From an optimization exercise on the open Yosys and OpenROAD flow, aimed at small area, a short achievable clock period and few clock cycles per item; shortcuts taken in it are not production practice.
Only simulation tests tie the RTL to the original design; equivalence was not proved.
No activity file was given, so power comes from the tool's default toggle rates.

**design/flow/config.mk**
```make
export PLATFORM = sky130hd
export DESIGN_NAME = acq_core
export DESIGN_NICKNAME = acq_core
export VERILOG_FILES = /design/flow/design.v
export SDC_FILE = /design/flow/constraint.sdc
export NUM_CORES = 4
export LEC_CHECK = 0
export CAP_MARGIN = 20
export CORE_MARGIN = 2
export CORE_UTILIZATION = 80
export CTS_BUF_LIST = sky130_fd_sc_hd__clkbuf_8 sky130_fd_sc_hd__clkbuf_16
export SLEW_MARGIN = 20
```
**design/flow/constraint.sdc**
```tcl
create_clock -name core_clock -period 15.0 [get_ports {clk}]
set_input_delay 3.0000 -clock core_clock [delete_from_list [all_inputs] [get_ports {clk}]]
set_output_delay 3.0000 -clock core_clock [all_outputs]
set_load 0.01 [all_outputs]
```
**design/flow/design.v**
```verilog
module acq_core (
    input             clk,
    input             rst,           
    input             cmd_valid,
    output            cmd_ready,
    input      [31:0] cmd_data,
    output reg        done,
    output reg        rpt_valid,
    output     [15:0] rpt_loc,
    output     [3:0]  rpt_kind,
    output     [15:0] rpt_extra,
    output     [3:0]  res_kind,
    output     [15:0] res_loc,
    output     [15:0] res_extra,
    output reg [7:0]  res_value,
    output     [71:0] buf_bytes,
    output reg        td_c_sign,
    output     [7:0]  td_c_whole,
    output reg [3:0]  td_c_frac,
    output reg        td_f_sign,
    output reg [7:0]  td_f_whole,
    output reg [3:0]  td_f_frac,
    output reg        log_verbose
);
    localparam [7:0] OP_BUF_LOAD     = 8'h01;
    localparam [7:0] OP_CRC_COMPUTE  = 8'h02;
    localparam [7:0] OP_CRC_VALIDATE = 8'h03;
    localparam [7:0] OP_SET_LOGGING  = 8'h04;
    localparam [7:0] OP_TD_DECODE    = 8'h20;
    localparam [7:0] OP_TD_C_TO_F    = 8'h21;
    localparam [3:0] K_NONE         = 4'd0;
    localparam [3:0] K_CHECKSUM     = 4'd7;
    localparam [3:0] K_RES_MISMATCH = 4'd8;
    localparam [3:0] K_SP_CORRUPT   = 4'd9;
    localparam [3:0] K_ILLEGAL      = 4'd11;
    localparam [3:0] R_NONE = 4'b0000;
    localparam [3:0] R_ILL  = 4'b1000;
    localparam [3:0] R_CRC  = 4'b0100;
    localparam [3:0] R_CFG  = 4'b0010;
    localparam [3:0] R_SP   = 4'b0001;
    localparam [2:0] S_IDLE = 3'd0;      
    localparam [2:0] S_REC2 = 3'd1;      
    localparam [2:0] S_CRCW = 3'd2;      
    localparam [2:0] S_FAHR = 3'd3;      
    localparam [2:0] S_CLD  = 3'd4;      
    reg [2:0]  state;
    reg [3:0]  rk;            
    reg [6:0]  td_c_w;        
    reg [71:0] buf_r;
    wire [7:0] bufr [0:8];
    reg [7:0]  c_op;
    reg [6:0]  c_a;
    reg [15:0] c_lo;
    reg        c_trace;       
    genvar gi;
    generate
        for (gi = 0; gi < 9; gi = gi + 1) begin : g_buf
            assign bufr[gi] = buf_r[8*gi +: 8];
        end
    endgenerate
    assign buf_bytes = buf_r;
    assign cmd_ready = (state == S_IDLE);
    wire accept = cmd_valid && (state == S_IDLE);
    function [7:0] crc8_byte(input [7:0] crc_in, input [7:0] b);
        integer i;
        reg [7:0] r;
        begin
            r = crc_in;
            for (i = 0; i < 8; i = i + 1) begin
                if (r[0] ^ b[i])
                    r = (r >> 1) ^ 8'h8C;
                else
                    r = r >> 1;
            end
            crc8_byte = r;
        end
    endfunction
    function [7:0] res_cfg(input [1:0] r);
        res_cfg = {1'b0, r, 5'h1F};
    endfunction
    function [3:0] res_mask(input [1:0] r);
        res_mask = {1'b1, r != 2'd0, r[1], r == 2'd3};
    endfunction
    localparam [1023:0] DIV5_T = 1024'hcac9c8c4c3c2c1c0bcbbbab9b8b4b3b2b1b0acabaaa9a8a4a3a2a1a09c9b9a999894939291908c8b8a898884838281807c7b7a797874737271706c6b6a696864636261605c5b5a595854535251504c4b4a494844434241403c3b3a393834333231302c2b2a292824232221201c1b1a191814131211100c0b0a09080403020100;
    localparam [1023:0] Y2_T = 1024'h0000000000000000000000000000000000000000000000000000000000000000000000000000000000000000000000000000000000008886848281797775737200000000000070686664636159575554000000000000525048464543413937360000000000003432302827252321191800000000000016141210090705030100;
    localparam [63:0] POS_T = 64'h9988766544332110;
    localparam [63:0] NEG_T = 64'h0112334456677899;
    function [3:0] pos_frac(input [3:0] i);
        pos_frac = POS_T[4*i +: 4];
    endfunction
    function [3:0] neg_frac(input [3:0] i);
        neg_frac = NEG_T[4*i +: 4];
    endfunction
    function [7:0] div5(input [6:0] w);
        div5 = DIV5_T[8*w +: 8];
    endfunction
    function [7:0] y2(input [2:0] b, input [3:0] f);
        y2 = Y2_T[8*{b, f} +: 8];
    endfunction
    wire [7:0] i_op = cmd_data[31:24];
    wire [7:0] i_a  = cmd_data[23:16];
    wire [7:0] i_b  = cmd_data[15:8];
    wire       i_g  = cmd_data[0];
    wire       i_z0 = (cmd_data[7:1] == 7'd0);
    wire       i_b0 = (i_b == 8'd0);
    wire is_load = (i_op == OP_BUF_LOAD);
    wire is_crcc = (i_op == OP_CRC_COMPUTE);
    wire is_crcv = (i_op == OP_CRC_VALIDATE);
    wire is_slog = (i_op == OP_SET_LOGGING);
    wire is_tdd  = (i_op == OP_TD_DECODE);
    wire is_c2f  = (i_op == OP_TD_C_TO_F);
    wire ok_load = is_load && i_z0 && !i_g && (i_a <= 8'd8);
    wire ok_crcc = is_crcc && i_z0 && !i_g && i_b0 && (i_a >= 8'd1) && (i_a <= 8'd9);
    wire ok_crcv = is_crcv && i_z0 && !i_g && i_b0 && ((i_a == 8'd7) || (i_a == 8'd8));
    wire ok_slog = is_slog && i_z0 && !i_g && i_b0 && (i_a <= 8'd1);
    wire ok_tdd  = is_tdd  && i_z0 && !i_g && i_b0 && (i_a <= 8'd3);
    wire ok_c2f  = is_c2f  && i_z0 && !i_a[7] && (i_b <= 8'd9);
    wire ok_crc  = ok_crcc || ok_crcv;
    wire legal   = ok_load || ok_crc || ok_slog || ok_tdd || ok_c2f;
    reg [7:0] crc_run;
    reg [3:0] eng_pos;
    reg  [7:0] eng_byte;
    always @(*) begin
        case (eng_pos)
            4'd0: eng_byte = bufr[0];
            4'd1: eng_byte = bufr[1];
            4'd2: eng_byte = bufr[2];
            4'd3: eng_byte = bufr[3];
            4'd4: eng_byte = bufr[4];
            4'd5: eng_byte = bufr[5];
            4'd6: eng_byte = bufr[6];
            4'd7: eng_byte = bufr[7];
            default: eng_byte = bufr[8];
        endcase
    end
    wire [7:0] crc_step = crc8_byte(crc_run & {8{eng_pos != 4'd0}}, eng_byte);
    wire wr_buf = accept && ok_load;
    wire crc_now = (eng_pos == i_a[3:0]);
    wire eng_restart = (wr_buf && (i_a[3:0] <= eng_pos)) ||
                       (accept && ok_crc && (eng_pos > i_a[3:0]));
    wire       crc_ne     = (crc_step != 8'd0);
    wire [7:0] cmp_byte_c = c_a[3] ? bufr[8] : bufr[7];
    wire       cfg_bad   = (bufr[4] != res_cfg(i_a[1:0]));
    wire       sp_bad    = (bufr[5] != 8'hFF) || (bufr[7] != 8'h10);
    wire [3:0] dec_fi    = bufr[0][3:0] & res_mask(bufr[4][6:5]);
    wire [7:0] dec_w     = {bufr[1][3:0], bufr[0][7:4]};
    wire       dec_sign  = dec_w[7];
    wire [6:0] dec_whole = dec_sign ? ~dec_w[6:0] : dec_w[6:0];
    wire [3:0] dec_frac  = dec_sign ? neg_frac(dec_fi) : pos_frac(dec_fi);
    reg        cel_s;
    reg [4:0]  cel_a;
    reg [2:0]  cel_b;
    reg [3:0]  cel_f;
    reg        cel_ok;        
    wire       cel_ld  = (state == S_CLD);    
    wire [6:0] cel_win = cel_ld ? c_a : dec_whole;
    wire [7:0] cel_ab  = div5(cel_win);
    wire       cel_sin = cel_ld ? c_lo[0] : dec_sign;
    wire [3:0] cel_fin = cel_ld ? c_lo[11:8] : dec_frac;
    wire       fs      = cel_s;
    wire [3:0] ff      = cel_f;
    wire [4:0] f_a     = cel_a;
    wire [2:0] f_b     = cel_b;
    wire [7:0] f_yr    = y2(f_b, ff);
    wire [3:0] f_r     = f_yr[3:0];
    wire [7:0] f_p     = {f_a, 3'b000} + f_a + f_yr[7:4];
    wire       f_e     = (ff != 4'd0) && (ff != 4'd5);    
    wire [7:0] f_sub   = f_p - 8'd32;
    wire       f_big   = (f_p >= 8'd32);
    wire       f_re    = (f_r != 4'd0) || f_e;
    wire       f_neg   = fs && f_big;
    wire [7:0] f_whole = !fs ? f_p + 8'd32 : f_big ? f_sub : f_re ? ~f_sub : -f_sub;
    wire [3:0] f_tenth = (!fs || f_big) ? f_r : f_re ? 4'd10 - f_r - f_e : 4'd0;
    wire k_ill = rk[3];    
    wire k_crc = rk[2];    
    wire k_cfg = rk[1];    
    wire k_sp  = rk[0];    
    assign res_kind   = {k_ill | k_cfg | k_sp, k_crc, k_ill | k_crc, k_ill | k_crc | k_sp};
    assign td_c_whole = {1'b0, td_c_w};
    assign res_loc = k_ill ? {8'hFF, c_op} :
                     k_crc ? 16'h0301 :
                     k_cfg ? 16'h2001 :
                     k_sp  ? 16'h2002 : 16'h0000;
    assign res_extra = k_ill ? c_lo :
                       k_crc ? {res_value, cmp_byte_c} :
                       k_cfg ? {bufr[4], res_cfg(c_a[1:0])} :
                       k_sp  ? {bufr[5], bufr[7]} : 16'h0000;
    assign rpt_loc   = c_trace ? {c_op, 8'h00} : res_loc;
    assign rpt_kind  = c_trace ? K_NONE : res_kind;
    assign rpt_extra = c_trace ? c_lo : res_extra;
    integer k;
    always @(posedge clk) begin
        cel_s  <= cel_sin;
        cel_a  <= cel_ab[7:3];
        cel_b  <= cel_ab[2:0];
        cel_f  <= cel_fin;
        cel_ok <= !rst && !(accept && ok_load) && !cel_ld;
    end
    wire [7:0] buf_wdata = i_b & {8{!rst}};
    always @(posedge clk) begin
        for (k = 0; k < 9; k = k + 1)
            if (rst || (wr_buf && i_a[3:0] == k))
                buf_r[8*k +: 8] <= buf_wdata;
    end
    always @(posedge clk) begin
        if (rst) begin
            state       <= S_IDLE;
            done        <= 1'b0;
            rpt_valid   <= 1'b0;
            rk          <= R_NONE;
            res_value   <= 8'd0;
            td_c_sign   <= 1'b0;
            td_c_w      <= 7'd0;
            td_c_frac   <= 4'd0;
            td_f_sign   <= 1'b0;
            td_f_whole  <= 8'd0;
            td_f_frac   <= 4'd0;
            log_verbose <= 1'b0;
            eng_pos     <= 4'd0;
        end else begin
            done      <= 1'b0;
            rpt_valid <= 1'b0;
            if (eng_restart) begin
                eng_pos <= 4'd0;
            end else if (eng_pos != 4'd9) begin
                crc_run <= crc_step;
                eng_pos <= eng_pos + 4'd1;
            end
            case (state)
                S_IDLE: begin
                    if (cmd_valid) begin
                        c_op <= i_op;
                        c_a  <= i_a[6:0];
                        c_lo <= cmd_data[15:0];
                        if (!legal) begin
                            rk        <= R_ILL;
                            rpt_valid <= 1'b1;
                            c_trace   <= 1'b0;
                            done      <= 1'b1;
                        end else begin
                            rpt_valid <= log_verbose;
                            c_trace   <= 1'b1;
                            rk        <= R_NONE;
                            if (ok_load) begin
                                done <= 1'b1;
                            end
                            if (ok_slog) begin
                                log_verbose <= i_a[0];
                                done <= 1'b1;
                            end
                            if (ok_crc) begin
                                if (crc_now) begin
                                    res_value <= crc_run;
                                    if (ok_crcv && crc_ne) begin
                                        rk <= R_CRC;
                                        if (log_verbose) begin
                                            state <= S_REC2;
                                        end else begin
                                            rpt_valid <= 1'b1;
                                            c_trace   <= 1'b0;
                                            done      <= 1'b1;
                                        end
                                    end else begin
                                        done <= 1'b1;
                                    end
                                end else begin
                                    state <= S_CRCW;
                                end
                            end
                            if (ok_tdd) begin
                                if (cfg_bad || sp_bad) begin
                                    rk <= cfg_bad ? R_CFG : R_SP;
                                    if (log_verbose) begin
                                        state <= S_REC2;
                                    end else begin
                                        rpt_valid <= 1'b1;
                                        c_trace   <= 1'b0;
                                        done      <= 1'b1;
                                    end
                                end else begin
                                    td_c_sign  <= dec_sign;
                                    td_c_w     <= dec_whole;
                                    td_c_frac  <= dec_frac;
                                    if (cel_ok) begin
                                        td_f_sign  <= f_neg;
                                        td_f_whole <= f_whole;
                                        td_f_frac  <= f_tenth;
                                        done       <= 1'b1;
                                    end else begin
                                        state      <= S_FAHR;
                                    end
                                end
                            end
                            if (ok_c2f)
                                state <= S_CLD;
                        end
                    end
                end
                S_CLD: begin
                    state <= S_FAHR;
                end
                S_REC2: begin
                    rpt_valid <= 1'b1;
                    c_trace   <= 1'b0;
                    done      <= 1'b1;
                    state     <= S_IDLE;
                end
                S_CRCW: begin
                    if (eng_pos == c_a[3:0]) begin
                        res_value <= crc_run;
                        if (c_op[0] && crc_ne) begin
                            rk        <= R_CRC;
                            rpt_valid <= 1'b1;
                            c_trace   <= 1'b0;
                        end
                        done  <= 1'b1;
                        state <= S_IDLE;
                    end
                end
                S_FAHR: begin
                    td_f_sign  <= f_neg;
                    td_f_whole <= f_whole;
                    td_f_frac  <= f_tenth;
                    done       <= 1'b1;
                    state      <= S_IDLE;
                end
            endcase
        end
    end
endmodule
```
**design/flow/flow/run.sh**
```bash
#!/bin/bash
# The standard layout, with two changes to how it is made:
# - the port buffers are the smallest buffer cell instead of the delay buffer
#   ORFS picks by default;
# - timing repair works towards a setup slack of 9.5 ns at the 15 ns clock,
#   so that it also sizes the paths that already meet 15 ns.
set -euo pipefail
export BUFFER_PORTS_ARGS="-buffer_cell sky130_fd_sc_hd__buf_1"
export SETUP_SLACK_MARGIN=9.5
bash standard.sh > standard.log 2>&1
```
**design/flow/standard.sh**
```bash
#!/bin/bash
# synth_recipe.tcl (not shown) runs the flow's synth.tcl, then flattens the netlist and writes it again
# the make line also repeats each setting of config.mk as NAME=value (left out here)
make -C /OpenROAD-flow-scripts/flow DESIGN_CONFIG=/design/flow/config.mk WORK_HOME=/design/flow/orfs CLKGATE_MAP_FILE= SYNTH_SCRIPT=/design/flow/synth_recipe.tcl "${@:-finish}"
```
==> results.py, run 1 <==
metrics = {
    "run_status": {
        "status": "aborted with a tool error",
        "flow.stopped_at": "global routing (5_1_grt)",
        "error_line": "[ERROR GRT-0232] Routing congestion too high. Check the congestion heatmap in the GUI.",
    },
    "place": {
        "gp_congestion": 1.04,
        "placed_cell_area_mm2": 0.0115,
        "io_buffers": 215,
        "post-place-ws_ns": 8.93,
        "dpl.hpwl_mm": 25.2,
    },
    "yosys": {
        "ys_top_cells_by_area": "edfxtp_1, dfxtp_1, ha_1",
        "yosysMostFrequentCell": "edfxtp_1",
        "syn_nets": 1179,
        "syn_area_mm2": 0.0109,
        "synth_cells": 1103,
        "synthArstFlopShare": 0,
        "synthFlopType": "edfxtp_1",
        "synth_area_leader_cell": "edfxtp_1",
        "synth_top_area_share": 0.310,
        "ys_warn_count": 1,
        "ys_seq_area_frac": 0.422,
        "synth_common_cells": "edfxtp_1, nor2_1, nand2_1",
        "ys_types": 91,
        "synth.ff_latch_count": 173,
        "syn_avg_cell_area_um2": 9.84,
        "synth_edf_count": 112,
    },
    "global_route": {
        "antenna_found_initial": 4,
        "grt_max_degree": 55,
        "grt.overflow.total": 7,
        "grt.total_usage": 0.797,
    },
    "die": {
        "fp.dieW_um": 120,
        "die_y_um": 120,
        "rows": 42,
        "ioPinCount": 217,
        "start_util": 0.819,
    },
    "timing": {
        "grt_worst_setup_endpoint": "buf_r[22]$_DFFE_PP_/DE",
        "worstEpCategory": "register data pin",
    },
    "cts": {
        "clockBufferDepth": 2,
        "cts-root-buf": "clkbuf_16",
        "cts_max_level": 4,
        "hold_buffers": 0,
        "cts_sinks": 173,
        "cts_buffers": 17,
    },
}
## per-stage QoR
stage	cells	hold WS, ns
CTS	1456	0.502
floorplan	1103	0.461
detailed placement	1424	0.487
global placement	1424	0.470
## how the worst min path moves through the flow
stage,from,to,slack [ns]
floorplan,c_lo[0],cel_s,0.46
global placement,td_c_w[0],td_c_w[0],0.47
detailed placement,td_c_w[5],td_c_w[5],0.49
CTS,td_f_whole[5],td_f_whole[5],0.50
## routing by layer
layer / GRT overflow / track usage
met5: 0 / 0.276
met1: 0 / 0.793
met2: 3 / 0.936
met3: 0 / 0.692
met4: 4 / 0.783
## logic make-up after synthesis
kind of cell,after synthesis,share of synthesized area
XOR/XNOR,38,0.0307
buffers and inverters,117,0.0525
AO/OA/AOI/OAI,322,0.208
multiplexers,75,0.0738
flip-flops,173,0.422
other,1,0.000346
adder cells (fa/ha/maj),41,0.0493
AND/OR/NAND/NOR,336,0.163
## repair_timing
action                     in CTS
setup buffers                   0
gates resized for setup        11
setup endpoints to repair      58
## power by group through the flow
stage          clock network (W)  logic, W  registers [W]
4_1_cts                 0.000451  0.000619       0.000635
3_5_place_dp                   0  0.000581       0.000642
3_3_place_gp                   0  0.000559       0.000638
2_1_floorplan                  0  0.000471       0.000611
Testbench counts, summed over its fixed seeds: cycles 4,631, commands 4,434.
==> run 2, diff against run 1 <==
--- a/design/flow/config.mk
+++ b/design/flow/config.mk
@@ -8,5 +8,5 @@
 export CAP_MARGIN = 20
 export CORE_MARGIN = 2
-export CORE_UTILIZATION = 80
-export CTS_BUF_LIST = sky130_fd_sc_hd__clkbuf_8 sky130_fd_sc_hd__clkbuf_16
+export CORE_UTILIZATION = 65
+export CTS_BUF_LIST = sky130_fd_sc_hd__clkbuf_4 sky130_fd_sc_hd__clkbuf_8
 export SLEW_MARGIN = 20
==> run 2 against run 1 <==
Effect of this change:
- now clean on timing, DRC and antenna
- synthesized cell count stayed put
- area after synthesis stayed put
==> results.py, run 2 <==
metrics = {
    "run_status": {
        "status": "timing/DRC/antenna clean",
    },
    "global_route": {
        "grt.total_usage": 0.361,
        "grt_pass1_wl_mm": 49.7,
        "antenna_found_initial": 1,
        "grt_pass1_vias": 8947,
        "grt_max_degree": 55,
        "grt.overflow.total": 0,
    },
    "critical_path": {
        "crit_path_end": "rpt_extra[6]",
        "slowest_delay_ns": 0.41,
        "rr_worst_depth": 15,
        "critPathKind": "reg -> out",
        "r2r-start": "cel_f[2]",
        "r2r-end": "td_f_whole[7]",
        "required_ns": 12.00,
        "crit_path_max_fanout": 30,
        "crit_slowest_cell": "a221o_1",
        "crit_chain": "buf_6 -> or2_2 -> nor2b_4 -> o21bai_1 -> a221o_1 -> mux2_2 -> buf_1",
        "worstSetupStartpointType": "flop",
        "end_kind": "output port",
        "regToRegSetupSlack_ns": 9.83,
        "crit_path_start": "rk[2]",
        "worst-endpoint-arrival_ns": 2.42,
    },
    "cts": {
        "cts_setup_buffers": 0,
        "cts_tree": "done",
        "insertion_delay_ns": 0.50,
        "cts_sinks": 173,
        "cts_max_level": 4,
        "clk_pin_slew_ns": 0.10,
        "cts-root-buf": "clkbuf_8",
        "cts_buffers": 17,
        "clockBufferDepth": 2,
    },
    "final_layout": {
        "antenna_cells": 0,
        "drive_gt1_frac": 0.0904,
        "regMostFlops": "buf_r",
        "layout_common_cells": "buf_1, edfxtp_1, nor2_1",
        "largestRegisters": "buf_r x72, c_lo x16",
        "area_delta_synth_final_pct": 11.1,
        "fill_cells": 1248,
        "largest_register_ffs": 72,
        "final_common_cell": "buf_1",
        "layout.nets": 1346,
        "design_area_mm2": 0.0121,
    },
    "yosys": {
        "ys_top_cells_by_area": "edfxtp_1, dfxtp_1, ha_1",
        "ys_types": 91,
        "syn_avg_cell_area_um2": 9.84,
        "syn_area_mm2": 0.0109,
        "synth.ff_latch_count": 173,
        "syn_nets": 1179,
        "ys_warn_count": 1,
        "ys_seq_area_frac": 0.422,
        "synth_cells": 1103,
        "synth_edf_count": 112,
        "synth_area_leader_cell": "edfxtp_1",
        "synthFlopType": "edfxtp_1",
        "yosysMostFrequentCell": "edfxtp_1",
        "synth_top_area_share": 0.310,
        "synth_common_cells": "edfxtp_1, nor2_1, nand2_1",
        "synthArstFlopShare": 0,
    },
    "timing": {
        "timing.fmax_mhz": 184,
        "finClkSkew_ns": 0.0217,
        "slew_violations": 0,
        "tightest_slew_ns": 1.01,
        "rsz0062_at_grt": "true",
        "final.min_clock_period_ns": 5.42,
        "setup_viol": 0,
        "relSlewSlack": 0.327,
        "hold_violations": 0,
        "fin_crit_sh": 0.361,
        "fin_setup_tns_ns": 0,
    },
    "place": {
        "dpl.hpwl_mm": 23.8,
        "gp_congestion": 0.974,
        "placed_cell_area_mm2": 0.0116,
        "io_buffers": 215,
    },
    "power": {
        "p_leak_nw": 4.32,
        "power_density_mw_per_mm2": 130,
        "irDropWorstVdd_v": 0.0000722,
    },
    "die": {
        "design.core.area_mm2": 0.0165,
        "start_util": 0.659,
        "die-area_mm2": 0.0177,
        "die_y_um": 133,
        "fp.dieW_um": 133,
        "ioPinCount": 217,
        "rows": 47,
    },
    "worst_hold_path": {
        "hold_start": "td_f_whole[3]",
        "holdCritPathClass": "reg -> reg",
        "whs_path_depth": 2,
    },
    "routing": {
        "drc": 0,
        "drtAntennaViolNets": 0,
        "firstDrtPassIters": 6,
        "wire_per_inst_um": 21.8,
        "vias": 9885,
        "via_per_inst": 6.58,
        "drt_iter0_markers": 1161,
        "finalWirelength_mm": 32.7,
    },
    "job": {
        "drv_cap": 0,
    },
}
run 2: cell counts after synthesis:
Identical to the previous run, type by type.
run 2: layout make-up:
cell class	count	area [um2]	area share
well taps	220	275	0.0228
inverters	38	143	0.0118
flip-flops and latches	173	4590	0.380
clock buffers	18	241	0.0200
clock inverters	14	161	0.0134
repair buffers	227	905	0.0750
multi-input cells	813	5750	0.477
run 2: report_power, final:
group / total, W / switching (W) / leakage (nW) / internal (W)
Combinational: 0.000592 / 0.000350 / 2.54 / 0.000242
Clock: 0.000336 / 0.000207 / 0.207 / 0.000129
Sequential: 0.000634 / 0.0000666 / 1.57 / 0.000568
Total: 0.00156 / 0.000623 / 4.32 / 0.000939
run 2: worst max-delay path, delay by kind of cell (launching register included):
kind,cells,cell delay (ns)
AO/OA/AOI/OAI,2,0.60
flip-flops,1,0.34
multiplexers,1,0.26
buffers and inverters,2,0.37
AND/OR/NAND/NOR,2,0.36
run 2: kinds of logic after synthesis:
kind of cell,synth area share
and+or+nand+nor,0.163
AOI/OAI and AO/OA,0.208
DFF,0.422
buffers and inverters,0.0525
muxes,0.0738
adders and majority gates,0.0493
xor gates and xnor gates,0.0307
other,0.000346
run 2: how the worst min path moves through the flow:
| stage | endpoint | slack, ns |
|---|---|---|
| finish | td_f_whole[3] | 0.50 |
| global route | td_c_w[4] | 0.53 |
| CTS | td_c_w[2] | 0.50 |
| detailed placement | td_c_w[2] | 0.48 |
| global placement | td_c_w[2] | 0.47 |
| floorplan | cel_s | 0.46 |
run 2: what timing repair did:
action,4_1_cts,5_1_grt
endpoints found under the setup margin,34,40
resized for setup,7,4
hold buffers,0,0
endpoints found under the hold margin,0,0
run 2: layer usage:
metal  vias up  track usage  routed length, um
met4         2        0.151               1580
met3       121       0.0696               3680
met5         -            0                 11
li1       4475            -                  -
met2       690        0.579              14900
met1      4597        0.486              12600
run 2: through the flow:
stage	total power, W	cells	setup slack, ns	hold WS, ns	util
global placement	0.00121	1471	9.07	0.471	0.705
CTS	0.00155	1503	9.56	0.502	0.731
floorplan	0.00108	1103	9.67	0.461	-
detailed placement	0.00122	1471	8.81	0.479	0.705
finish	0.00156	1503	9.58	0.503	0.732
global route	0.00165	1503	9.45	0.532	0.732
==> run 3, diff against run 2 <==
==> design/flow/flow/run.sh (replaced) <==
#!/bin/bash
# The standard layout, with two changes to how it is made:
# - the port buffers are the smallest buffer cell instead of the delay buffer
#   ORFS picks by default;
# - timing repair works towards a setup slack of 10.2 ns at the 15 ns clock,
#   so that it also sizes the paths that already meet 15 ns, by resizing
#   and pin swaps only.
set -euo pipefail
export BUFFER_PORTS_ARGS="-buffer_cell sky130_fd_sc_hd__buf_1"
export SETUP_SLACK_MARGIN=10.2
export SETUP_MOVE_SEQUENCE=unbuffer,sizeup,swap
bash standard.sh > standard.log 2>&1
--- a/design/flow/config.mk
+++ b/design/flow/config.mk
@@ -9,4 +9,4 @@
 export CORE_MARGIN = 2
 export CORE_UTILIZATION = 65
-export CTS_BUF_LIST = sky130_fd_sc_hd__clkbuf_4 sky130_fd_sc_hd__clkbuf_8
+export CTS_BUF_LIST = sky130_fd_sc_hd__clkbuf_8 sky130_fd_sc_hd__clkbuf_16
 export SLEW_MARGIN = 20
==> run 3 against run 2 <==
Effect of this change:
- still clean
- setup slack gained 0.14 ns
- clock skew decreased by 0.0079 ns
- core utilization increased by 4.5 points
- sequential power hardly changed
- worst hold slack got worse by 0.011 ns
- routed wire length grew 4.2%
- non-clock buffer count is 2 lower
- final cell count decreased by 0.13%
- largest cell class unchanged
- largest power group unchanged
==> results.py, run 3 <==
metrics = {
    "routing": {
        "via_per_inst": 6.60,
        "finalWirelength_mm": 34.1,
        "firstDrtPassIters": 5,
        "wire_per_inst_um": 22.7,
        "drtAntennaViolNets": 0,
        "vias": 9911,
        "drc": 0,
        "drt_iter0_markers": 1043,
    },
    "cts": {
        "cts_sinks": 173,
        "clockBufferDepth": 2,
        "cts_max_level": 4,
        "insertion_delay_ns": 0.44,
        "cts_buffers": 17,
        "clk_pin_slew_ns": 0.07,
        "cts-root-buf": "clkbuf_16",
        "cts_tree": "done",
    },
    "place": {
        "post-place-ws_ns": 9.14,
        "io_buffers": 215,
        "placed_cell_area_mm2": 0.0117,
        "dpl.hpwl_mm": 24.2,
        "gp_congestion": 0.974,
    },
    "yosys": {
        "ys_top_cells_by_area": "edfxtp_1, dfxtp_1, ha_1",
        "synth_cells": 1103,
        "synth_common_cells": "edfxtp_1, nor2_1, nand2_1",
        "syn_nets": 1179,
        "syn_area_mm2": 0.0109,
        "synth.ff_latch_count": 173,
        "ys_types": 91,
        "synth_area_leader_cell": "edfxtp_1",
        "yosysMostFrequentCell": "edfxtp_1",
        "synthArstFlopShare": 0,
        "ys_warn_count": 1,
        "synthFlopType": "edfxtp_1",
        "synth_edf_count": 112,
        "ys_seq_area_frac": 0.422,
        "synth_top_area_share": 0.310,
        "syn_avg_cell_area_um2": 9.84,
    },
    "die": {
        "start_util": 0.659,
        "die_y_um": 133,
        "fp.dieW_um": 133,
        "rows": 47,
        "ioPinCount": 217,
        "die-area_mm2": 0.0177,
        "design.core.area_mm2": 0.0165,
    },
    "timing": {
        "relSlewSlack": 0.255,
        "fin_crit_sh": 0.352,
        "finClkSkew_ns": 0.0138,
        "slew_violations": 0,
        "hold_ws_ns": 0.492,
        "setup_viol": 0,
        "fin_setup_tns_ns": 0,
        "rsz0062_at_grt": "true",
        "hold_violations": 0,
        "final.min_clock_period_ns": 5.28,
        "timing.fmax_mhz": 189,
        "tightest_slew_ns": 1.11,
        "setup_ws_ns": 9.72,
    },
    "final_layout": {
        "design_area_mm2": 0.0128,
        "antenna_cells": 0,
        "drive_gt1_frac": 0.167,
        "layout_common_cells": "buf_1, edfxtp_1, nor2_1",
        "final_common_cell": "buf_1",
        "layout.nets": 1344,
        "fill_cells": 1145,
        "area_delta_synth_final_pct": 18.0,
        "largest_register_ffs": 72,
        "regMostFlops": "buf_r",
        "largestRegisters": "buf_r x72, c_lo x16",
    },
    "critical_path": {
        "crit_path_max_fanout": 10,
        "worst-endpoint-arrival_ns": 2.28,
        "required_ns": 12.00,
        "crit_slowest_cell": "edfxtp_1",
        "slowest_delay_ns": 0.77,
        "worstSetupStartpointType": "flop",
        "path_delay_family": "flip-flops",
        "end_kind": "output port",
        "crit_buf_inv": 1,
        "critPathKind": "reg -> out",
        "crit_chain": "mux2i_2 -> a211oi_2 -> a21o_1 -> mux2_4 -> buf_6",
    },
    "global_route": {
        "grt.overflow.total": 0,
        "grt.total_usage": 0.376,
        "grt_max_degree": 55,
        "grtUsageMet3": 0.0658,
        "grt_use_met1": 0.504,
        "busiest_layer": "met2",
        "grt_pass1_wl_mm": 51.4,
        "grt_pass1_vias": 9113,
        "grt.met2_usage": 0.604,
        "antenna_found_initial": 0,
    },
    "job": {
        "drv_cap": 0,
    },
    "power": {
        "irDropWorstVdd_v": 0.0000958,
        "power_density_mw_per_mm2": 132,
        "p_leak_nw": 4.69,
    },
    "run_status": {
        "status": "timing/DRC/antenna clean",
    },
    "worst_hold_path": {
        "holdCritPathClass": "reg -> reg",
    },
}
run 3: per-stage QoR:
stage / power [W] / utilization / std cells
floorplan: 0.00108 / - / 1103
detailed placement: 0.00123 / 0.713 / 1469
global route: 0.00177 / 0.777 / 1501
global placement: 0.00122 / 0.713 / 1469
CTS: 0.00167 / 0.766 / 1501
finish: 0.00169 / 0.777 / 1501
run 3: routing by layer:
layer,vias to the layer above,wire (um)
li1,4472,-
met1,4646,13100
met2,690,15800
met3,103,3620
met4,0,1580
met5,-,0
run 3: cells by family (layout without fill, tap and decap cells):
logic type	after synthesis	in the layout	share of synthesized area
AO/OA/AOI/OAI	322	322	0.208
adder cells (fa/ha/maj)	41	41	0.0493
AND/OR/NAND/NOR	336	336	0.163
flip-flops	173	173	0.422
buffers and inverters	117	295	0.0525
XOR/XNOR	38	38	0.0307
other	1	1	0.000346
multiplexers	75	75	0.0738
run 3: power breakdown:
part	switching, W	internal [W]
registers	0.0000677	0.000568
clock network	0.000216	0.000224
logic	0.000364	0.000251
total	0.000648	0.00104
run 3: final cells by class:
cell class | instances | area, um2 | area share
Sequential cell | 173 | 4600 | 0.359
Multi-Input combinational cell | 813 | 6150 | 0.480
Clock inverter | 15 | 164 | 0.0128
Timing Repair Buffer | 225 | 1050 | 0.0818
Inverter | 38 | 143 | 0.0111
Clock buffer | 17 | 425 | 0.0332
Tap cell | 220 | 275 | 0.0215
run 3: path summary, 6_finish.rpt:
| check | startpoint | to | slack, ns | cells after the start |
|---|---|---|---|---|
| worst max-delay path | c_a[3] | rpt_extra[0] | 9.72 | 5 |
| worst min-delay path | td_f_whole[6] | td_f_whole[6] | 0.49 | 2 |
| worst max register to register | cel_f[1] | td_f_whole[7] | 10.12 | 15 |
| worst min register to register | td_f_whole[6] | td_f_whole[6] | 0.49 | 2 |
run 3: worst reg2reg max path: stages (launching register included):
cell      delay (ns)
dfxtp_2         0.48
inv_1           0.14
ha_1            0.29
or3_1           0.32
a21boi_0        0.37
fa_1            0.49
ha_1            0.34
nor2b_1         0.15
o21a_1          0.21
o21a_1          0.19
or2_2           0.32
ha_1            0.24
and3_1          0.19
a32o_1          0.27
or4_1           0.52
a311oi_2        0.26
run 3: timing repair:
item	4_1_cts	5_1_grt
pin swaps	25	16
resized for setup	90	69
setup buffers	0	0
endpoints found under the setup margin	130	192
hold endpoints to repair	0	0
hold buffers	0	0
==> run 4, diff against run 3 <==
--- a/design/flow/design.v
+++ b/design/flow/design.v
@@ -110,9 +110,19 @@
     wire is_tdd  = (i_op == OP_TD_DECODE);
     wire is_c2f  = (i_op == OP_TD_C_TO_F);
-    wire ok_load = is_load && i_z0 && !i_g && (i_a <= 8'd8);
-    wire ok_crcc = is_crcc && i_z0 && !i_g && i_b0 && (i_a >= 8'd1) && (i_a <= 8'd9);
-    wire ok_crcv = is_crcv && i_z0 && !i_g && i_b0 && ((i_a == 8'd7) || (i_a == 8'd8));
-    wire ok_slog = is_slog && i_z0 && !i_g && i_b0 && (i_a <= 8'd1);
-    wire ok_tdd  = is_tdd  && i_z0 && !i_g && i_b0 && (i_a <= 8'd3);
+    wire i_zg0   = i_z0 && !i_g;
+    wire i_ahi0  = (i_a[7:4] == 4'd0);
+    wire [3:0] i_al = i_a[3:0];
+    wire [9:0] i_ak;
+    genvar ki;
+    generate
+        for (ki = 0; ki < 10; ki = ki + 1) begin : g_ak
+            assign i_ak[ki] = (i_al == ki);
+        end
+    endgenerate
+    wire ok_load = is_load && i_zg0 && i_ahi0 && (i_al <= 4'd8);
+    wire ok_crcc = is_crcc && i_zg0 && i_b0 && i_ahi0 && (i_al != 4'd0) && (i_al <= 4'd9);
+    wire ok_crcv = is_crcv && i_zg0 && i_b0 && i_ahi0 && (i_ak[7] || i_ak[8]);
+    wire ok_slog = is_slog && i_zg0 && i_b0 && i_ahi0 && (i_al[3:1] == 3'd0);
+    wire ok_tdd  = is_tdd  && i_zg0 && i_b0 && i_ahi0 && (i_al[3:2] == 2'd0);
     wire ok_c2f  = is_c2f  && i_z0 && !i_a[7] && (i_b <= 8'd9);
     wire ok_crc  = ok_crcc || ok_crcv;
@@ -198,7 +208,8 @@
     end
     wire [7:0] buf_wdata = i_b & {8{!rst}};
+    wire       wr_go     = accept && is_load && i_zg0 && i_ahi0;
     always @(posedge clk) begin
         for (k = 0; k < 9; k = k + 1)
-            if (rst || (wr_buf && i_a[3:0] == k))
+            if (rst || (wr_go && i_ak[k]))
                 buf_r[8*k +: 8] <= buf_wdata;
     end
==> design/flow/flow/run.sh (replaced) <==
#!/bin/bash
# The standard layout, with two changes to how it is made:
# - the port buffers are the smallest buffer cell instead of the delay buffer
#   ORFS picks by default;
# - timing repair works towards a setup slack of 9.5 ns at the 15 ns clock,
#   so that it also sizes the paths that already meet 15 ns.
set -euo pipefail
export BUFFER_PORTS_ARGS="-buffer_cell sky130_fd_sc_hd__buf_1"
export SETUP_SLACK_MARGIN=9.5
bash standard.sh > standard.log 2>&1
==> run 4 against run 3 <==
Effect of this change:
- register-to-register slack improved by 0.13 ns
- power grew 38%
- via count rose by 0.37%
- sequential power up 14%
- combinational power rose by 85%
- first-iteration DRC count shrank 5.8%
- critical endpoint is now state[1]
==> results.py, run 4 <==
metrics = {
    "place": {
        "gp_congestion": 0.953,
        "dp.cells": 1478,
        "dpl.hpwl_mm": 23.9,
        "io_buffers": 215,
    },
    "yosys": {
        "synthFlopType": "edfxtp_1",
        "ys_warn_count": 1,
        "synth_common_cells": "edfxtp_1, nand2_1, nor2_1",
        "synth_edf_count": 112,
        "synth.ff_latch_count": 173,
        "syn_area_mm2": 0.0107,
        "synthArstFlopShare": 0,
        "synth_area_leader_cell": "edfxtp_1",
        "syn_nets": 1201,
        "syn_avg_cell_area_um2": 9.56,
        "synth_cells": 1124,
        "ys_seq_area_frac": 0.427,
        "ys_top_cells_by_area": "edfxtp_1, dfxtp_1, ha_1",
        "ys_types": 92,
        "synth_top_area_share": 0.313,
        "yosysMostFrequentCell": "edfxtp_1",
    },
    "job": {
        "drv_cap": 0,
    },
    "global_route": {
        "grt_max_degree": 55,
        "grt.total_usage": 0.370,
        "antenna_found_initial": 0,
        "grt_pass1_wl_mm": 50.4,
        "grt_pass1_vias": 9072,
        "grt.overflow.total": 0,
    },
    "final_layout": {
        "largest_register_ffs": 72,
        "layout.nets": 1358,
        "layout_common_cells": "buf_1, edfxtp_1, nand2_1",
        "antenna_cells": 0,
        "finalNonFillerCells": 1510,
        "largestRegisters": "buf_r x72, c_lo x16",
        "drive_gt1_frac": 0.0850,
        "area_delta_synth_final_pct": 13.3,
        "final_common_cell": "buf_1",
        "regMostFlops": "buf_r",
    },
    "timing": {
        "setup_viol": 0,
        "fin_setup_tns_ns": 0,
        "final.min_clock_period_ns": 5.42,
        "rsz0062_at_grt": "false",
        "slew_violations": 0,
        "tightest_slew_ns": 0.969,
        "hold_violations": 0,
        "timing.fmax_mhz": 184,
        "fin_crit_sh": 0.361,
        "finClkSkew_ns": 0.0141,
        "relSlewSlack": 0.337,
    },
    "routing": {
        "finalWirelength_mm": 33.3,
        "wire_per_inst_um": 22.0,
        "vias": 9948,
        "firstDrtPassIters": 6,
        "drc": 0,
        "via_per_inst": 6.59,
        "drt_iter0_markers": 982,
        "drtAntennaViolNets": 0,
    },
    "cts": {
        "cts_buffers": 17,
        "cts_setup_buffers": 0,
        "cts_resized": 4,
        "clockBufferDepth": 2,
        "clk_pin_slew_ns": 0.07,
        "cts-root-buf": "clkbuf_16",
        "insertion_delay_ns": 0.45,
        "cts_sinks": 173,
        "hold_buffers": 0,
        "cts_max_level": 4,
        "cts_tree": "done",
    },
    "critical_path": {
        "crit_chain": "buf_1 -> or4b_2 -> nor4_1 -> a2111oi_0 -> o31a_1 -> nor4_1 -> nor3_1",
        "crit_path_max_fanout": 8,
        "required_ns": 15.33,
        "critPathKind": "in -> reg",
        "end_kind": "flop",
        "crit_slowest_cell": "nor4_1",
        "cp_common_cell": "nor4_1",
        "slowest_delay_ns": 0.80,
        "regToRegSetupSlack_ns": 10.25,
        "worst-endpoint-arrival_ns": 5.75,
        "worstSetupStartpointType": "input port",
    },
    "die": {
        "die-area_mm2": 0.0176,
        "ioPinCount": 217,
        "start_util": 0.671,
        "rows": 46,
        "die_y_um": 133,
        "fp.dieW_um": 133,
        "design.core.area_mm2": 0.0160,
    },
    "worst_hold_path": {
        "holdCritPathClass": "reg -> reg",
    },
    "power": {
        "p_leak_nw": 4.37,
        "power_density_mw_per_mm2": 191,
        "irDropWorstVdd_v": 0.000140,
    },
    "run_status": {
        "status": "timing/DRC/antenna clean",
    },
}
run 4: changes by cell type in the layout (fill, tap and decap cells not counted), sizes merged, moves of 6 or more:
| cell | before | now |
|---|---|---|
| a211oi | 25 | 49 |
| mux2i | 44 | 32 |
| nand2 | 85 | 97 |
| nor3 | 19 | 27 |
| o21a | 13 | 5 |
| a2111o | 7 | 0 |
| inv | 47 | 41 |
| o311ai | 10 | 4 |
| o31ai | 9 | 3 |
run 4: critical path: cells and delay by family:
family	cells	cell delay [ns]
compound gates	2	0.67
simple gates	4	1.90
buf+inv	1	0.17
run 4: kinds of logic after synthesis:
kind of cell,share of synthesized area
simple gates,0.172
compound gates,0.201
flops,0.427
buf+inv,0.0517
mux,0.0581
xor+xnor,0.0375
fa+ha+maj,0.0520
other cells,0.000349
run 4: power by group:
group          leakage, nW  switching (W)  internal, W
Sequential            1.57      0.0000922     0.000630
Combinational         2.49       0.000693     0.000448
Clock                0.308       0.000233     0.000233
Total                 4.37        0.00102      0.00131
run 4: final timing paths:
kind                      from       endpoint  cells past startpoint
setup / recovery  cmd_data[25]       state[1]                      7
hold / removal       td_c_w[1]      td_c_w[1]                      2
hold reg to reg      td_c_w[1]      td_c_w[1]                      2
setup reg to reg      cel_f[3]  td_f_whole[7]                     21
run 4: routing by layer:
| metal | GRT usage | share of wire | vias up |
|---|---|---|---|
| li1 | - | - | 4502 |
| met1 | 0.486 | 0.38 | 4636 |
| met2 | 0.594 | 0.46 | 700 |
| met3 | 0.0805 | 0.11 | 110 |
| met4 | 0.161 | 0.043 | 0 |
| met5 | 0 | 0 | - |
run 4: final cells by class:
| cell class | instances | area, um2 |
|---|---|---|
| clock buffer | 17 | 425 |
| clock inverter | 15 | 219 |
| fill | 1172 | 3830 |
| inverter | 34 | 128 |
| multi-input combinational | 829 | 5630 |
| sequential | 173 | 4590 |
| tap | 216 | 270 |
| timing repair buffer | 226 | 908 |
run 4: metrics by stage:
step                      power [W]  hold WS [ns]  setup WS [ns]  utilization  area (um2)
after global routing        0.00245         0.486           9.50        0.760       12200
after floorplan             0.00157         0.476           9.68            -       10700
after CTS                   0.00230         0.463           9.51        0.758       12100
after global placement      0.00181         0.439           9.21        0.717       11500
after detailed placement    0.00184         0.455           9.09        0.717       11500
final                       0.00233         0.464           9.58        0.760       12200
Testbench counts of run 4, summed over its fixed seeds: cycles 4,631, commands 4,434.
==> run 5, diff against run 4 <==
--- a/design/flow/design.v
+++ b/design/flow/design.v
@@ -176,9 +176,11 @@
     wire [7:0] f_p     = {f_a, 3'b000} + f_a + f_yr[7:4];
     wire       f_e     = (ff != 4'd0) && (ff != 4'd5);    
-    wire [7:0] f_sub   = f_p - 8'd32;
-    wire       f_big   = (f_p >= 8'd32);
+    wire [2:0] f_hi    = f_p[7:5];
+    wire [4:0] f_lo    = f_p[4:0];
+    wire       f_big   = (f_hi != 3'd0);
     wire       f_re    = (f_r != 4'd0) || f_e;
     wire       f_neg   = fs && f_big;
-    wire [7:0] f_whole = !fs ? f_p + 8'd32 : f_big ? f_sub : f_re ? ~f_sub : -f_sub;
+    wire [5:0] f_nlo   = {1'b0, ~f_lo} + {5'd0, !f_re};
+    wire [7:0] f_whole = !fs ? {f_hi + 3'd1, f_lo} : f_big ? {f_hi - 3'd1, f_lo} : {2'b00, f_nlo};
     wire [3:0] f_tenth = (!fs || f_big) ? f_r : f_re ? 4'd10 - f_r - f_e : 4'd0;
     wire k_ill = rk[3];    
--- a/design/flow/config.mk
+++ b/design/flow/config.mk
@@ -8,5 +8,5 @@
 export CAP_MARGIN = 20
 export CORE_MARGIN = 2
-export CORE_UTILIZATION = 65
-export CTS_BUF_LIST = sky130_fd_sc_hd__clkbuf_8 sky130_fd_sc_hd__clkbuf_16
+export CORE_UTILIZATION = 72
+export CTS_BUF_LIST = sky130_fd_sc_hd__clkbuf_4 sky130_fd_sc_hd__clkbuf_8
 export SLEW_MARGIN = 20
==> run 5 against run 4 <==
Effect of this change:
- critical path type is now reg -> out
- clock power is 22% lower
- via count grew 0.70%
- non-clock buffer count rose by 12
- first-iteration DRC count rose by 34%
- sequential share of layout area grew 0.49 points
- worst hold slack better by 0.036 ns
- largest power group unchanged
- count of clock-buffer cells in the layout is the same
==> results.py, run 5 <==
metrics = {
    "power": {
        "irDropWorstVdd_v": 0.000133,
        "power_density_mw_per_mm2": 168,
        "p_leak_nw": 4.44,
    },
    "critical_path": {
        "critPathKind": "reg -> out",
        "crit_chain": "nor2b_1 -> nor3b_1 -> buf_4 -> o21ai_0 -> o211ai_1 -> mux2_2 -> buf_1",
        "crit_slowest_cell": "dfxtp_2",
        "worst-endpoint-arrival_ns": 2.40,
        "worstSetupStartpointType": "flop",
        "required_ns": 12.00,
        "crit_path_max_fanout": 9,
        "slowest_delay_ns": 0.47,
        "end_kind": "output port",
    },
    "die": {
        "fp.dieW_um": 126,
        "ioPinCount": 217,
        "die_y_um": 126,
        "start_util": 0.734,
        "die-area_mm2": 0.0158,
        "rows": 44,
        "design.core.area_mm2": 0.0145,
    },
    "routing": {
        "drt_iter0_markers": 1318,
        "drtAntennaViolNets": 0,
        "finalWirelength_mm": 33.0,
        "firstDrtPassIters": 6,
        "drc": 0,
        "wire_per_inst_um": 22.4,
        "via_per_inst": 6.81,
        "vias": 10000,
    },
    "cts": {
        "cts-root-buf": "clkbuf_8",
        "clk_pin_slew_ns": 0.10,
        "cts_buffers": 17,
        "clockBufferDepth": 2,
        "cts_max_level": 4,
        "insertion_delay_ns": 0.49,
        "cts_tree": "done",
        "cts_sinks": 173,
    },
    "final_layout": {
        "layout.nets": 1350,
        "regMostFlops": "buf_r",
        "utilization": 0.830,
        "final_common_cell": "buf_1",
        "area_delta_synth_final_pct": 13.0,
        "layout_common_cells": "buf_1, edfxtp_1, nand2_1",
        "largestRegisters": "buf_r x72, c_lo x16",
        "largest_register_ffs": 72,
        "design_area_mm2": 0.0120,
        "drive_gt1_frac": 0.0926,
        "fill_cells": 886,
    },
    "timing": {
        "rsz0062_at_grt": "false",
        "timing.fmax_mhz": 185,
        "relSlewSlack": 0.263,
        "hold_violations": 0,
        "final.min_clock_period_ns": 5.40,
        "hold_ws_ns": 0.500,
        "fin_crit_sh": 0.360,
        "fin_setup_tns_ns": 0,
        "tightest_slew_ns": 1.10,
        "setup_viol": 0,
        "slew_violations": 0,
        "finClkSkew_ns": 0.0196,
    },
    "place": {
        "io_buffers": 215,
        "placed_cell_area_mm2": 0.0114,
        "gp_congestion": 1.01,
        "dpl.hpwl_mm": 23.7,
    },
    "yosys": {
        "syn_nets": 1175,
        "syn_avg_cell_area_um2": 9.69,
        "synth_edf_count": 112,
        "syn_area_mm2": 0.0106,
        "synthFlopType": "edfxtp_1",
        "post_synth_mux_area_share": 0.0731,
        "ys_seq_area_frac": 0.431,
        "synth_xor_area_frac": 0.0421,
        "synth-simple-area-share": 0.153,
        "synth.ff_latch_count": 173,
        "synthArstFlopShare": 0,
        "synth_top_family_by_area": "compound AO/OA/AOI/OAI gates",
        "synth_cells": 1097,
        "synth_common_cells": "edfxtp_1, nand2_1, nor2_1",
        "synth_compound_area_frac": 0.200,
        "ys_warn_count": 1,
        "synthAdderAreaFrac": 0.0527,
        "synth_area_leader_cell": "edfxtp_1",
        "yosysMostFrequentCell": "edfxtp_1",
        "ys_types": 84,
        "ys_top_cells_by_area": "edfxtp_1, dfxtp_1, ha_1",
        "synth_top_area_share": 0.316,
    },
    "global_route": {
        "grt.total_usage": 0.409,
        "grt_pass1_vias": 9133,
        "grt_max_degree": 52,
        "antenna_found_initial": 1,
        "grt.overflow.total": 0,
        "grt_pass1_wl_mm": 50.8,
    },
    "job": {
        "drv_cap": 0,
    },
    "worst_hold_path": {
        "holdCritPathClass": "reg -> reg",
    },
    "run_status": {
        "status": "timing/DRC/antenna clean",
    },
}
==> run 5: what timing repair did <==
item,CTS,global route
gates resized for setup,4,9
endpoints found under the setup margin,22,40
hold buffers,0,0
endpoints found under the hold margin,0,0
pin swaps,0,1
cloned,0,1
setup buffers,0,3
==> run 5: per-layer routing <==
layer	vias up	part of all wire	track usage
met1	4678	0.38	0.566
li1	4439	-	-
met4	0	0.028	0.128
met2	805	0.47	0.646
met3	96	0.12	0.0971
met5	-	0	0
==> run 5: final timing paths <==
check	endpoint	startpoint	cells after the start	slack, ns
min reg2reg	td_f_sign	td_f_sign	2	0.50
min	td_f_sign	td_f_sign	2	0.50
max	rpt_extra[7]	rk[0]	7	9.60
max reg2reg	c_trace	eng_pos[0]	11	10.31
==> run 5: stage by stage <==
step | std cells | total power [W] | setup slack [ns]
after detailed placement | 1433 | 0.00163 | 8.63
after CTS | 1465 | 0.00198 | 9.52
after floorplan | 1097 | 0.00141 | 9.42
final | 1471 | 0.00202 | 9.60
after global placement | 1433 | 0.00159 | 8.81
after global routing | 1470 | 0.00211 | 9.47
==> run 5: power by group <==
part | internal (W) | total [W] | switching, W
registers | 0.000605 | 0.000681 | 0.0000756
clock network | 0.000148 | 0.000361 | 0.000213
logic | 0.000402 | 0.000978 | 0.000576
total | 0.00116 | 0.00202 | 0.000864
==> run 5: cell families (layout without fill, tap and decap cells) <==
group                    count (synthesis)  after routing
AND/OR/NAND/NOR                        326            326
AO/OA/AOI/OAI                          317            318
flip-flops                             173            173
buffers and inverters                  118            305
multiplexers                            72             72
XOR/XNOR                                47             47
adder cells (fa/ha/maj)                 43             43
other                                    1              3
==> run 5: area by class of cell <==
type / count / area [um2] / share of cell area
Inverter: 35 / 131 / 0.0109
Antenna cell: 2 / 5.00 / 0.000416
Sequential cell: 173 / 4590 / 0.382
Tap cell: 184 / 230 / 0.0192
Timing Repair Buffer: 238 / 998 / 0.0831
Clock buffer: 17 / 234 / 0.0195
Clock inverter: 15 / 230 / 0.0192
Multi-Input combinational cell: 807 / 5600 / 0.466
==> run 5: worst max-delay path: cells and delay by family, from the launching register on <==
family,cells,cell delay (ns)
AND/OR/NAND/NOR,2,0.52
AO/OA/AOI/OAI,2,0.30
flip-flops,1,0.47
buffers and inverters,2,0.39
multiplexers,1,0.22
Testbench counts of run 5, summed over its fixed seeds: cycles 4,631, commands 4,434.
==> run 6, diff against run 5 <==
--- a/design/flow/config.mk
+++ b/design/flow/config.mk
@@ -8,5 +8,5 @@
 export CAP_MARGIN = 20
 export CORE_MARGIN = 2
-export CORE_UTILIZATION = 72
+export CORE_UTILIZATION = 65
 export CTS_BUF_LIST = sky130_fd_sc_hd__clkbuf_4 sky130_fd_sc_hd__clkbuf_8
 export SLEW_MARGIN = 20
==> run 6 against run 5 <==
Effect of this change:
- still clean on timing, DRC and antenna
- combinational power is 2.4% lower
- clock skew is 0.00056 ns higher
- final cell count is 2.0% higher
- critical path type unchanged
==> results.py, run 6 <==
metrics = {
    "critical_path": {
        "crit_path_max_fanout": 13,
        "required_ns": 12.00,
        "worst-endpoint-arrival_ns": 2.42,
        "r2r-start": "cel_f[1]",
        "r2r-end": "td_f_whole[5]",
        "end_kind": "output port",
        "regToRegSetupSlack_ns": 10.36,
        "critPathKind": "reg -> out",
        "rr_worst_depth": 22,
        "worstSetupStartpointType": "flop",
    },
    "yosys": {
        "ys_types": 84,
        "synthFlopType": "edfxtp_1",
        "ys_warn_count": 1,
        "synth.ff_latch_count": 173,
        "synth_cells": 1097,
        "yosysMostFrequentCell": "edfxtp_1",
        "syn_nets": 1175,
        "syn_avg_cell_area_um2": 9.69,
        "syn_area_mm2": 0.0106,
        "synth_common_cells": "edfxtp_1, nand2_1, nor2_1",
        "synth_edf_count": 112,
        "ys_top_cells_by_area": "edfxtp_1, dfxtp_1, ha_1",
        "ys_seq_area_frac": 0.431,
        "synth_top_area_share": 0.316,
        "synth_area_leader_cell": "edfxtp_1",
        "synthArstFlopShare": 0,
    },
    "final_layout": {
        "layout_common_cells": "buf_1, edfxtp_1, nand2_1",
        "layout.nets": 1348,
        "area_delta_synth_final_pct": 13.0,
        "regMostFlops": "buf_r",
        "largest_register_ffs": 72,
        "largestRegisters": "buf_r x72, c_lo x16",
        "drive_gt1_frac": 0.0943,
        "final_common_cell": "buf_1",
        "utilization": 0.754,
    },
    "power": {
        "pwr-share-comb": 0.485,
        "p_leak_nw": 4.39,
        "irDropWorstVdd_v": 0.000140,
        "power_density_mw_per_mm2": 164,
        "p_sw_w": 0.000837,
        "internal_power_w": 0.00113,
        "clkPwrFrac": 0.171,
        "switching_share": 0.424,
        "seq_power_share": 0.344,
    },
    "routing": {
        "via_per_inst": 6.50,
        "met3WireLength_mm": 3.63,
        "drc": 0,
        "firstDrtPassIters": 5,
        "finalWirelength_mm": 32.0,
        "drtAntennaViolNets": 0,
        "top_layer": "met4",
        "met1Wirelength_mm": 13.2,
        "wl_met2_mm": 14.1,
        "vias": 9750,
        "drt_iter0_markers": 1015,
        "wire_per_inst_um": 21.3,
    },
    "timing": {
        "setup_viol": 0,
        "slew_violations": 0,
        "relSlewSlack": 0.242,
        "finClkSkew_ns": 0.0202,
        "timing.fmax_mhz": 184,
        "rsz0062_at_grt": "false",
        "tightest_slew_ns": 1.13,
        "final.min_clock_period_ns": 5.42,
        "hold_violations": 0,
        "hold_ws_ns": 0.485,
        "fin_setup_tns_ns": 0,
        "fin_crit_sh": 0.361,
    },
    "worst_hold_path": {
        "holdCritPathClass": "reg -> reg",
        "whs_path_depth": 2,
        "min_to": "td_f_frac[1]",
        "hold_start": "td_f_frac[1]",
    },
    "global_route": {
        "grt.total_usage": 0.361,
        "grt_pass1_vias": 8809,
        "grt_pass1_wl_mm": 49.3,
        "antenna_found_initial": 1,
        "grt_max_degree": 52,
        "grt.overflow.total": 0,
    },
    "cts": {
        "hold_buffers": 0,
        "clockBufferDepth": 2,
        "cts-root-buf": "clkbuf_8",
        "cts_max_level": 4,
        "cts_buffers": 17,
        "insertion_delay_ns": 0.49,
        "cts_sinks": 173,
        "clk_pin_slew_ns": 0.10,
        "cts_tree": "done",
    },
    "place": {
        "dpl.hpwl_mm": 23.2,
        "gp_congestion": 1.01,
        "io_buffers": 215,
    },
    "die": {
        "fp.dieW_um": 132,
        "die-area_mm2": 0.0174,
        "design.core.area_mm2": 0.0159,
        "die_y_um": 132,
        "ioPinCount": 217,
        "rows": 46,
        "start_util": 0.667,
    },
    "run_status": {
        "status": "timing/DRC/antenna clean",
    },
    "job": {
        "drv_cap": 0,
    },
}
[run 6: cell count changes in the layout (fill, tap and decap cells not counted), sizes merged]
| cell | delta |
|---|---|
| clkinv | -4 |
| clkinvlp | +3 |
| bufinv | -1 |
| inv | +2 |
| buf | -2 |
[run 6: final cells by class]
cell class / instances / area [um2]
fillers: 1211 / 3930
repair buffers: 236 / 967
flip-flops and latches: 173 / 4590
clock inverters: 15 / 183
inverters: 35 / 131
multi-input cells: 807 / 5640
well taps: 216 / 270
diodes: 2 / 5.00
clock buffers: 17 / 234
[run 6: power groups by stage]
| stage | Combinational (W) | Clock [W] | Sequential (W) |
|---|---|---|---|
| global route | 0.00104 | 0.000355 | 0.000685 |
| global placement | 0.000907 | 0 | 0.000687 |
| finish | 0.000955 | 0.000337 | 0.000679 |
| floorplan | 0.000757 | 0 | 0.000652 |
| CTS | 0.000939 | 0.000336 | 0.000676 |
| detailed placement | 0.000929 | 0 | 0.000687 |
[run 6: worst max path at each step]
stage / start / depth (start not counted) / slack (ns) / endpoint
2_1_floorplan: cmd_data[0] / 5 / 9.42 / buf_r[32]
3_3_place_gp: cmd_data[13] / 10 / 8.74 / td_f_frac[0]
3_5_place_dp: cmd_data[13] / 10 / 8.65 / td_f_frac[0]
4_1_cts: cmd_data[17] / 8 / 9.50 / crc_run[2]
5_1_grt: cmd_data[2] / 10 / 9.51 / td_f_frac[0]
6_report: rk[1] / 5 / 9.58 / rpt_extra[5]
[run 6: logic make-up (layout without fill, tap and decap cells)]
kind of cell	count (synthesis)	count (layout)	share of synthesized area
simple gates	326	326	0.153
compound gates	317	318	0.200
flops	173	173	0.431
buf+inv	118	303	0.0478
mux	72	72	0.0731
xor+xnor	47	47	0.0421
fa+ha+maj	43	43	0.0527
other cells	1	3	0.000353
[run 6: timing repair]
action | in CTS | in global routing
gates cloned | 0 | 1
setup endpoints to repair | 35 | 41
gates resized for setup | 8 | 9
pin swaps | 0 | 1
buffers inserted | 0 | 3
[run 6: through the flow]
| stage | instance area (um2) | setup WS [ns] | power (W) | instances |
|---|---|---|---|---|
| final | 12000 | 9.58 | 0.00197 | 1501 |
| after global routing | 12000 | 9.51 | 0.00208 | 1500 |
| after CTS | 11900 | 9.50 | 0.00195 | 1495 |
| after detailed placement | 11500 | 8.65 | 0.00162 | 1463 |
| after global placement | 11500 | 8.74 | 0.00159 | 1463 |
| after floorplan | 10600 | 9.42 | 0.00141 | 1097 |
[run 6: critical path, stage by stage, from the launching register on]
cell,delay (ns)
dfxtp_2,0.55
nor2b_1,0.48
a22oi_1,0.16
o21ai_0,0.34
mux2_2,0.25
buf_1,0.15
[run 6: metal layers]
metal | global-route usage | up-vias
met5 | 0 | -
met4 | 0.130 | 0
met3 | 0.0903 | 94
met2 | 0.541 | 641
met1 | 0.510 | 4580
li1 | - | 4435
==> run 7, diff against run 6 <==
==> design/flow/flow/run.sh (replaced) <==
#!/bin/bash
# The standard layout, with two changes to how it is made:
# - the port buffers are the smallest buffer cell instead of the delay buffer
#   ORFS picks by default;
# - timing repair works towards a setup slack of 9.8 ns at the 15 ns clock,
#   so that it also sizes the paths that already meet 15 ns.
set -euo pipefail
export BUFFER_PORTS_ARGS="-buffer_cell sky130_fd_sc_hd__buf_1"
export SETUP_SLACK_MARGIN=9.8
bash standard.sh > standard.log 2>&1
--- a/design/flow/config.mk
+++ b/design/flow/config.mk
@@ -9,4 +9,4 @@
 export CORE_MARGIN = 2
 export CORE_UTILIZATION = 65
-export CTS_BUF_LIST = sky130_fd_sc_hd__clkbuf_4 sky130_fd_sc_hd__clkbuf_8
+export CTS_BUF_LIST = sky130_fd_sc_hd__clkbuf_8 sky130_fd_sc_hd__clkbuf_16
 export SLEW_MARGIN = 20
==> run 7 against run 6 <==
Effect of this change:
- non-clock buffer count is 8 higher
- still clean on timing, DRC and antenna
- global-route usage is 1.8 points higher
- clock skew is 0.0021 ns higher
- area after synthesis stayed put
- register-to-register slack worse by 0.10 ns
- critical path depth is 2 higher
- cell area is 4.1% higher
- critical path type unchanged
- setup slack better by 0.28 ns
- fmax is 5.4% higher
- sequential cell count stayed put
- clock power is 39% higher
==> results.py, run 7 <==
metrics = {
    "yosys": {
        "yosysMostFrequentCell": "edfxtp_1",
        "synth_edf_count": 112,
        "synth_common_cells": "edfxtp_1, nand2_1, nor2_1",
        "synth_top_area_share": 0.316,
        "synthArstFlopShare": 0,
        "ys_warn_count": 1,
        "synth.ff_latch_count": 173,
        "synth_cells": 1097,
        "ys_types": 84,
        "ys_top_cells_by_area": "edfxtp_1, dfxtp_1, ha_1",
        "synth_area_leader_cell": "edfxtp_1",
        "syn_nets": 1175,
        "synthFlopType": "edfxtp_1",
        "syn_area_mm2": 0.0106,
        "ys_seq_area_frac": 0.431,
        "syn_avg_cell_area_um2": 9.69,
    },
    "critical_path": {
        "worst-endpoint-arrival_ns": 2.14,
        "worstSetupStartpointType": "flop",
        "regToRegSetupSlack_ns": 10.26,
        "slowest_delay_ns": 0.41,
        "end_kind": "output port",
        "critPathKind": "reg -> out",
        "crit_path_max_fanout": 9,
        "required_ns": 12.00,
        "crit_slowest_cell": "dfxtp_4",
        "crit_chain": "nor2b_4 -> nor3b_4 -> buf_4 -> a22oi_1 -> o21ai_0 -> mux2_2 -> buf_1",
    },
    "final_layout": {
        "layout.nets": 1356,
        "regMostFlops": "buf_r",
        "fill_cells": 1074,
        "drive_gt1_frac": 0.112,
        "regArea_mm2": 0.00460,
        "area_delta_synth_final_pct": 17.6,
        "layout_common_cells": "buf_1, edfxtp_1, nand2_1",
        "final_common_cell": "buf_1",
        "multi_input_area_mm2": 0.00581,
        "largest_register_ffs": 72,
        "largestRegisters": "buf_r x72, c_lo x16",
    },
    "die": {
        "start_util": 0.667,
        "rows": 46,
        "fp.dieW_um": 132,
        "die_y_um": 132,
        "die-area_mm2": 0.0174,
        "design.core.area_mm2": 0.0159,
        "ioPinCount": 217,
    },
    "cts": {
        "cts_tree": "done",
        "cts-root-buf": "clkbuf_16",
        "cts_buffers": 17,
        "clockBufferDepth": 2,
        "insertion_delay_ns": 0.45,
        "cts_max_level": 4,
        "hold_buffers": 0,
        "clk_pin_slew_ns": 0.07,
        "cts_sinks": 173,
    },
    "place": {
        "gp_congestion": 1.02,
        "dpl.hpwl_mm": 23.5,
        "io_buffers": 215,
        "post-place-ws_ns": 8.65,
    },
    "global_route": {
        "antenna_found_initial": 1,
        "grt_pass1_vias": 8986,
        "grt.total_usage": 0.378,
        "grt_max_degree": 52,
        "grt.overflow.total": 0,
        "grt_pass1_wl_mm": 51.5,
    },
    "timing": {
        "hold_violations": 0,
        "rsz0062_at_grt": "true",
        "relSlewSlack": 0.326,
        "final.min_clock_period_ns": 5.14,
        "tightest_slew_ns": 1.00,
        "hold_ws_ns": 0.493,
        "finClkSkew_ns": 0.0223,
        "setup_viol": 0,
        "timing.fmax_mhz": 195,
        "fin_crit_sh": 0.343,
        "setup_ws_ns": 9.86,
        "fin_setup_tns_ns": 0,
        "slew_violations": 0,
    },
    "routing": {
        "wire_per_inst_um": 22.7,
        "drtAntennaViolNets": 0,
        "drt_iter0_markers": 1331,
        "drc": 0,
        "firstDrtPassIters": 6,
        "via_per_inst": 6.61,
        "finalWirelength_mm": 34.3,
        "vias": 9974,
    },
    "job": {
        "drv_cap": 0,
    },
    "power": {
        "irDropWorstVdd_v": 0.000146,
        "power_density_mw_per_mm2": 172,
        "p_leak_nw": 4.58,
    },
    "worst_hold_path": {
        "holdCritPathClass": "reg -> reg",
    },
    "run_status": {
        "status": "timing/DRC/antenna clean",
    },
}
==> run 7: metrics by stage <==
stage               utilization  cells  cell area, um2  power [W]
finish                    0.784   1508           12500    0.00215
global route              0.784   1507           12500    0.00225
CTS                       0.775   1501           12400    0.00211
detailed placement        0.720   1459           11500    0.00162
global placement          0.720   1459           11500    0.00160
floorplan                     -   1097           10700    0.00141
==> run 7: final timing paths <==
kind                     start       endpoint  cells after the start
setup / recovery         rk[0]   rpt_extra[5]                      7
setup reg to reg      cel_f[1]  td_f_whole[5]                     22
hold / removal    td_f_frac[2]   td_f_frac[2]                      2
hold reg to reg   td_f_frac[2]   td_f_frac[2]                      2
==> run 7: cell type report <==
type | count | share of cell area
Antenna cell | 1 | 0.000200
Clock buffer | 17 | 0.0340
Clock inverter | 15 | 0.0155
Inverter | 35 | 0.0105
Multi-Input combinational cell | 807 | 0.465
Sequential cell | 173 | 0.368
Tap cell | 216 | 0.0216
Timing Repair Buffer | 244 | 0.0859
==> run 7: critical path, delay by kind of cell (launching register included) <==
kind | cells | cell delay [ns]
flip-flops | 1 | 0.41
buffers and inverters | 2 | 0.36
AO/OA/AOI/OAI | 2 | 0.22
AND/OR/NAND/NOR | 2 | 0.49
multiplexers | 1 | 0.22
==> run 7: timing repair <==
item	in CTS	in global routing
pin swaps	5	3
buffers inserted	9	6
gates cloned	1	0
endpoints found under the setup margin	117	127
gates resized for setup	29	17
==> run 7: metal layers <==
metal / share of wire / global-route usage / routed length [um]
met1: 0.39 / 0.525 / 13300
met2: 0.45 / 0.586 / 15500
met3: 0.12 / 0.0919 / 4280
met4: 0.034 / 0.125 / 1160
met5: 0 / 0 / 0
==> run 7: cell families (layout without fill, tap and decap cells) <==
family | count (synthesis) | count (layout) | synth area share
simple gates | 326 | 326 | 0.153
compound gates | 317 | 318 | 0.200
flops | 173 | 173 | 0.431
buf+inv | 118 | 311 | 0.0478
mux | 72 | 72 | 0.0731
xor+xnor | 47 | 47 | 0.0421
fa+ha+maj | 43 | 43 | 0.0527
other cells | 1 | 2 | 0.000353
==> run 7: report_power, final <==
group          switching (W)  total, W  internal [W]
Clock               0.000225  0.000467      0.000242
Combinational       0.000601   0.00101      0.000406
Sequential         0.0000746  0.000680      0.000605
Total               0.000901   0.00215       0.00125

static timing again, ports no longer ideal:
The flow's constraints put no driver on any port. The routed layouts listed below were extracted and timed again, unchanged, in two steps.
Step 1, drivers: a clkbuf_16 drives clk and a buf_2 each remaining input, both assumed.
Step 2 also shifts input and output timing later by t, the mid clock arrival at the registers, as if the neighbouring blocks saw the same clock.
Slacks: ideal / step 1 / step 2; pairs: ideal / step 1.
run | shift t [ns] | setup slack, ns | hold WS [ns] | latest minus earliest clock arrival (ns) | cell pins on the clock port's net
run 2 | 0.530 | 9.580 / 9.537 / 9.130 | 0.503 / 0.503 / 0.503 | 0.023 / 0.023 | 1
run 3 | 0.480 | 9.719 / 9.672 / 9.288 | 0.492 / 0.492 / 0.492 | 0.014 / 0.014 | 1
run 4 | 0.492 | 9.578 / 9.572 / 9.113 | 0.464 / 0.464 / 0.464 | 0.017 / 0.017 | 1
run 5 | 0.525 | 9.604 / 9.563 / 9.083 | 0.500 / 0.500 / 0.500 | 0.020 / 0.020 | 1
run 6 | 0.524 | 9.580 / 9.538 / 9.184 | 0.485 / 0.485 / 0.485 | 0.021 / 0.021 | 1
run 7 | 0.482 | 9.860 / 9.814 / 9.395 | 0.493 / 0.493 / 0.493 | 0.022 / 0.022 | 1
After both steps setup and hold are still met in every run listed. The setup slack of run 5, which loses most, moves by -0.041 ns with the drivers and by -0.521 ns with both steps.
